This is an optimization exercise on Yosys and OpenROAD, whose aim is small area, a short achievable clock period and few clock cycles, not a production implementation. Power and IR drop assume default switching activity.

Setup of old:
==> module daly_rx, before the edit <==
module daly_rx (
    input  wire        clk,
    input  wire        rst,
    input  wire        start_valid,
    output wire        start_ready,
    input  wire [7:0]  start_cmd,
    input  wire [7:0]  start_n,
    input  wire        start_w2,
    input  wire [7:0]  start_count,
    input  wire        rx_valid,
    output wire        rx_ready,
    input  wire [7:0]  rx_data,
    input  wire        rx_last,
    input  wire        rx_ctl,
    output wire        item_valid,
    input  wire        item_ready,
    output wire [15:0] item_data,
    output wire        log_valid,
    output wire        log_kind,
    output wire [7:0]  log_a,
    output wire [7:0]  log_b,
    output wire        done,
    output wire [7:0]  done_frames,
    output wire [7:0]  done_items,
    output wire [2:0]  done_detail
);
    localparam D_NONE      = 3'd0;
    localparam D_READ_ERR  = 3'd1;
    localparam D_NO_DATA   = 3'd2;
    localparam D_SHORT     = 3'd3;
    localparam D_CHECKSUM  = 3'd4;
    localparam D_COMMAND   = 3'd5;
    reg        sr;             
    reg        rdy;            
    reg        rx_on;          
    reg        done_r;
    reg        emit;           
    reg [2:0]  ij;             
    reg [7:0]  x_cmd;
    reg        x_w2;
    reg [7:0]  rem;            
    reg [7:0]  nleft;          
    reg [3:0]  bc;             
    reg [3:0]  sum_lo;
    reg [3:0]  sum_hi;
    reg        sum_c;
    reg        cmd_ok;
    reg [7:0]  idx;            
    reg [7:0]  pb [0:6];       
    reg        e_r;            
    reg        eq_r;           
    reg        s_r;            
    reg [15:0] itm;            
    reg [7:0]  frames;
    reg [7:0]  series;
    reg [7:0]  la;             
    reg [2:0]  detail;
    reg        log_v;
    reg        log_k;
    assign start_ready = sr;
    assign rx_ready    = rdy;
    assign item_valid  = emit;
    assign item_data   = itm;
    assign log_valid   = log_v;
    assign log_kind    = log_k;
    assign log_a       = la;
    assign log_b       = idx;
    assign done        = done_r;
    assign done_frames = frames;
    assign done_items  = series;
    assign done_detail = detail;
    wire start_take = start_valid && sr;
    wire take  = rx_valid && rdy;
    wire cbeat = take && rx_ctl;
    wire b12   = (bc == 4'd12);
    wire fin_slot = take && b12;
    wire short = take && !rx_ctl && !b12 && rx_last;
    wire [3:0] sum_hr = sum_hi + {3'd0, sum_c};
    wire       first = (bc == 4'd0);
    wire [4:0] lo_n  = {1'b0, first ? 4'd0 : sum_lo} + {1'b0, rx_data[3:0]};
    wire [3:0] hi_n  = (first ? 4'd0 : sum_hi) + rx_data[7:4]
                     + {3'd0, !first && sum_c};
    wire more  = (rem != 8'd0);
    wire okf   = e_r && eq_r && cmd_ok;
    wire lk    = okf && more;
    wire [7:0] frames1 = frames + 8'd1;
    wire mm    = (idx != frames1);
    wire emit_take = emit && item_ready;
    wire last_item = (rem == 8'd1) || (ij == (x_w2 ? 3'd2 : 3'd6));
    wire emit_n    = lk || (emit && !(item_ready && last_item));
    wire rx_on_n   = rx_on && !(cbeat || short || (fin_slot && nleft == 8'd1));
    wire fin_n     = !rx_on_n && !emit_n && !take;
    wire [3:0] freed = x_w2 ? {ij, 1'b1} : {1'b0, ij};
    wire [3:0] bc1   = bc + 4'd1;
    wire stall_t = emit && !b12 && (bc1 >= 4'd5) && (bc1 - 4'd5 > freed);
    wire stall_h = emit && (bc >= 4'd5) && (bc - 4'd5 > freed);
    wire stall_n = take ? stall_t : stall_h;
    wire [2:0] sel = emit ? ij + 3'd1 : 3'd0;
    wire [2:0] sel2 = {sel[1:0], 1'b0};
    wire [15:0] item_sel = x_w2 ? {pb[sel2], pb[sel2 + 3'd1]}
                                : {{8{pb[sel][7]}}, pb[sel]};
    always @(posedge clk) begin
        if (take) begin
            sum_lo <= lo_n[3:0];
            sum_c  <= lo_n[4];
            sum_hi <= hi_n;
            if (bc == 4'd2)
                cmd_ok <= (rx_data == x_cmd);
            if (bc == 4'd4)
                idx <= rx_data;
            if (bc == 4'd5)  pb[0] <= rx_data;
            if (bc == 4'd6)  pb[1] <= rx_data;
            if (bc == 4'd7)  pb[2] <= rx_data;
            if (bc == 4'd8)  pb[3] <= rx_data;
            if (bc == 4'd9)  pb[4] <= rx_data;
            if (bc == 4'd10) pb[5] <= rx_data;
            if (bc == 4'd11) pb[6] <= rx_data;
            bc    <= b12 ? 4'd0 : bc1;
        end
        if (fin_slot)
            nleft <= nleft - 8'd1;
        e_r  <= fin_slot;
        eq_r <= (rx_data == {sum_hr, sum_lo});
        s_r  <= short;
        if (e_r) begin
            log_k <= 1'b1;
            if (!eq_r)
                detail <= D_CHECKSUM;
            else if (!cmd_ok)
                detail <= D_COMMAND;
            else
                frames <= frames1;
        end
        if (s_r) begin
            log_k  <= 1'b0;
            detail <= D_SHORT;
            idx    <= 8'd0;
        end
        la <= s_r ? {4'd0, bc} : frames1;
        if (cbeat)
            detail <= rx_data[0] ? D_READ_ERR : D_NO_DATA;
        if (!emit || item_ready)
            itm <= item_sel;
        if (!emit)
            ij <= 3'd0;
        if (emit_take) begin
            series <= series + 8'd1;
            rem    <= rem - 8'd1;
            ij     <= ij + 3'd1;
        end
        if (start_take) begin
            x_cmd  <= start_cmd;
            x_w2   <= start_w2;
            rem    <= start_count;
            nleft  <= start_n;
            bc     <= 4'd0;
            frames <= 8'd0;
            series <= 8'd0;
            detail <= D_NONE;
        end
    end
    always @(posedge clk) begin
        emit  <= !rst && emit_n;
        log_v <= !rst && (s_r || (lk && mm));
    end
    always @(posedge clk) begin
        if (rst) begin
            sr     <= 1'b1;
            rdy    <= 1'b0;
            rx_on  <= 1'b0;
            done_r <= 1'b0;
        end else begin
            if (start_take) begin
                sr     <= (start_n == 8'd0);
                rdy    <= (start_n != 8'd0);
                rx_on  <= (start_n != 8'd0);
                done_r <= (start_n == 8'd0);
            end else if (!sr) begin
                rx_on  <= rx_on_n;
                rdy    <= rx_on_n && !stall_n;
                done_r <= fin_n;
                sr     <= fin_n;
            end else begin
                done_r <= 1'b0;
            end
        end
    end
endmodule
export LEC_CHECK = 0
export CAP_MARGIN = 20
export CORE_MARGIN = 2
export CORE_UTILIZATION = 55
export PLACE_DENSITY = 0.65
export SETUP_SLACK_MARGIN = 4.25
export SLEW_MARGIN = 20
create_clock -name core_clock -period 6.5 [get_ports {clk}]
standard.sh (not shown) runs the stock make flow with config.mk's settings and CLKGATE_MAP_FILE= SYNTH_SCRIPT=/design/flow/synth_recipe.tcl, a recipe that flattens the netlist after the stock synthesis.
==> flow/flow/run.sh <==
#!/bin/bash
# Standard ORFS layout, with plain buffers on the ports, no dummy clock loads
# and larger sink clusters.
set -euo pipefail
export BUFFER_PORTS_ARGS="-buffer_cell sky130_fd_sc_hd__buf_2"
export CTS_ARGS="-sink_clustering_enable -repair_clock_nets -dont_use_dummy_load -sink_clustering_size 40 -sink_clustering_max_diameter 120 -buf_list sky130_fd_sc_hd__clkbuf_8"
bash standard.sh > standard.log 2>&1
old finished every step from synthesis to the final layout, and the layout passed the timing, DRC and antenna checks.
Modified inputs, new compared to old
--- a/flow/design.v
+++ b/flow/design.v
@@ -48,7 +48,4 @@
     reg [7:0]  idx;            
     reg [7:0]  pb [0:6];       
-    reg        e_r;            
-    reg        eq_r;           
-    reg        s_r;            
     reg [15:0] itm;            
     reg [7:0]  frames;
@@ -77,4 +74,5 @@
     wire short = take && !rx_ctl && !b12 && rx_last;
     wire [3:0] sum_hr = sum_hi + {3'd0, sum_c};
+    wire eq    = (rx_data == {sum_hr, sum_lo});
     wire       first = (bc == 4'd0);
     wire [4:0] lo_n  = {1'b0, first ? 4'd0 : sum_lo} + {1'b0, rx_data[3:0]};
@@ -82,13 +80,14 @@
                      + {3'd0, !first && sum_c};
     wire more  = (rem != 8'd0);
-    wire okf   = e_r && eq_r && cmd_ok;
-    wire lk    = okf && more;
+    wire arm   = rdy && b12 && cmd_ok && more;
+    wire lk    = rx_valid && arm && eq;
     wire [7:0] frames1 = frames + 8'd1;
     wire mm    = (idx != frames1);
     wire emit_take = emit && item_ready;
     wire last_item = (rem == 8'd1) || (ij == (x_w2 ? 3'd2 : 3'd6));
-    wire emit_n    = lk || (emit && !(item_ready && last_item));
+    wire emit_h    = emit && !(item_ready && last_item);
+    wire emit_n    = lk || emit_h;
     wire rx_on_n   = rx_on && !(cbeat || short || (fin_slot && nleft == 8'd1));
-    wire fin_n     = !rx_on_n && !emit_n && !take;
+    wire fin_n     = !rx_on_n && !emit_n;
     wire [3:0] freed = x_w2 ? {ij, 1'b1} : {1'b0, ij};
     wire [3:0] bc1   = bc + 4'd1;
@@ -117,13 +116,10 @@
             if (bc == 4'd11) pb[6] <= rx_data;
             bc    <= b12 ? 4'd0 : bc1;
+            log_k <= b12;
         end
         if (fin_slot)
             nleft <= nleft - 8'd1;
-        e_r  <= fin_slot;
-        eq_r <= (rx_data == {sum_hr, sum_lo});
-        s_r  <= short;
-        if (e_r) begin
-            log_k <= 1'b1;
-            if (!eq_r)
+        if (fin_slot) begin
+            if (!eq)
                 detail <= D_CHECKSUM;
             else if (!cmd_ok)
@@ -132,12 +128,11 @@
                 frames <= frames1;
         end
-        if (s_r) begin
-            log_k  <= 1'b0;
+        if (cbeat)
+            detail <= rx_data[0] ? D_READ_ERR : D_NO_DATA;
+        la <= short ? {4'd0, bc1} : frames1;
+        if (short) begin
             detail <= D_SHORT;
             idx    <= 8'd0;
         end
-        la <= s_r ? {4'd0, bc} : frames1;
-        if (cbeat)
-            detail <= rx_data[0] ? D_READ_ERR : D_NO_DATA;
         if (!emit || item_ready)
             itm <= item_sel;
@@ -162,5 +157,5 @@
     always @(posedge clk) begin
         emit  <= !rst && emit_n;
-        log_v <= !rst && (s_r || (lk && mm));
+        log_v <= !rst && (short || (lk && mm));
     end
     always @(posedge clk) begin
Findings:
- Looking only at global-route wire length before repair, and setting everything else aside, the higher value of new and old goes to new.
- In new, the power came out about 1% above the value in old.
- Time the worst path needs with I/O delays and setup: new vs old up 0.13 ns
- Diff old..new | clock-cell share of area | negligible
- Against old as the reference, new delivers a higher total met2 wirelength after detailed routing.
- Relative to old, via count increased by 3.1% in new.
No functional check of the RTL was part of any run of this note.

## port drivers added, routing unchanged
Ports are ideal in the flow. The routed layouts listed here were re-timed in OpenROAD.
Step 1, drivers: a clkbuf_16 drives clk and a buf_2 each remaining input, both assumed.
Step 2 adds t to the input delays and takes it off the output delays; t is the mean of the earliest and latest rising clock arrival at the registers after step 1. Input paths then give back, and output paths get back, about the clock's delay inside the block.
a / b / c = ideal / step 1 / step 2; a / b = the first two.
run	shift t [ns]	slack for setup (ns)	hold WS [ns]
old	0.482	4.106 / 4.106 / 3.800	0.461 / 0.461 / 0.461
new	0.485	3.975 / 3.948 / 3.463	0.473 / 0.473 / 0.473
After both steps setup and hold are still met in every run listed. The setup slack of new, which loses most, moves by -0.027 ns with the drivers and by -0.512 ns with both steps.
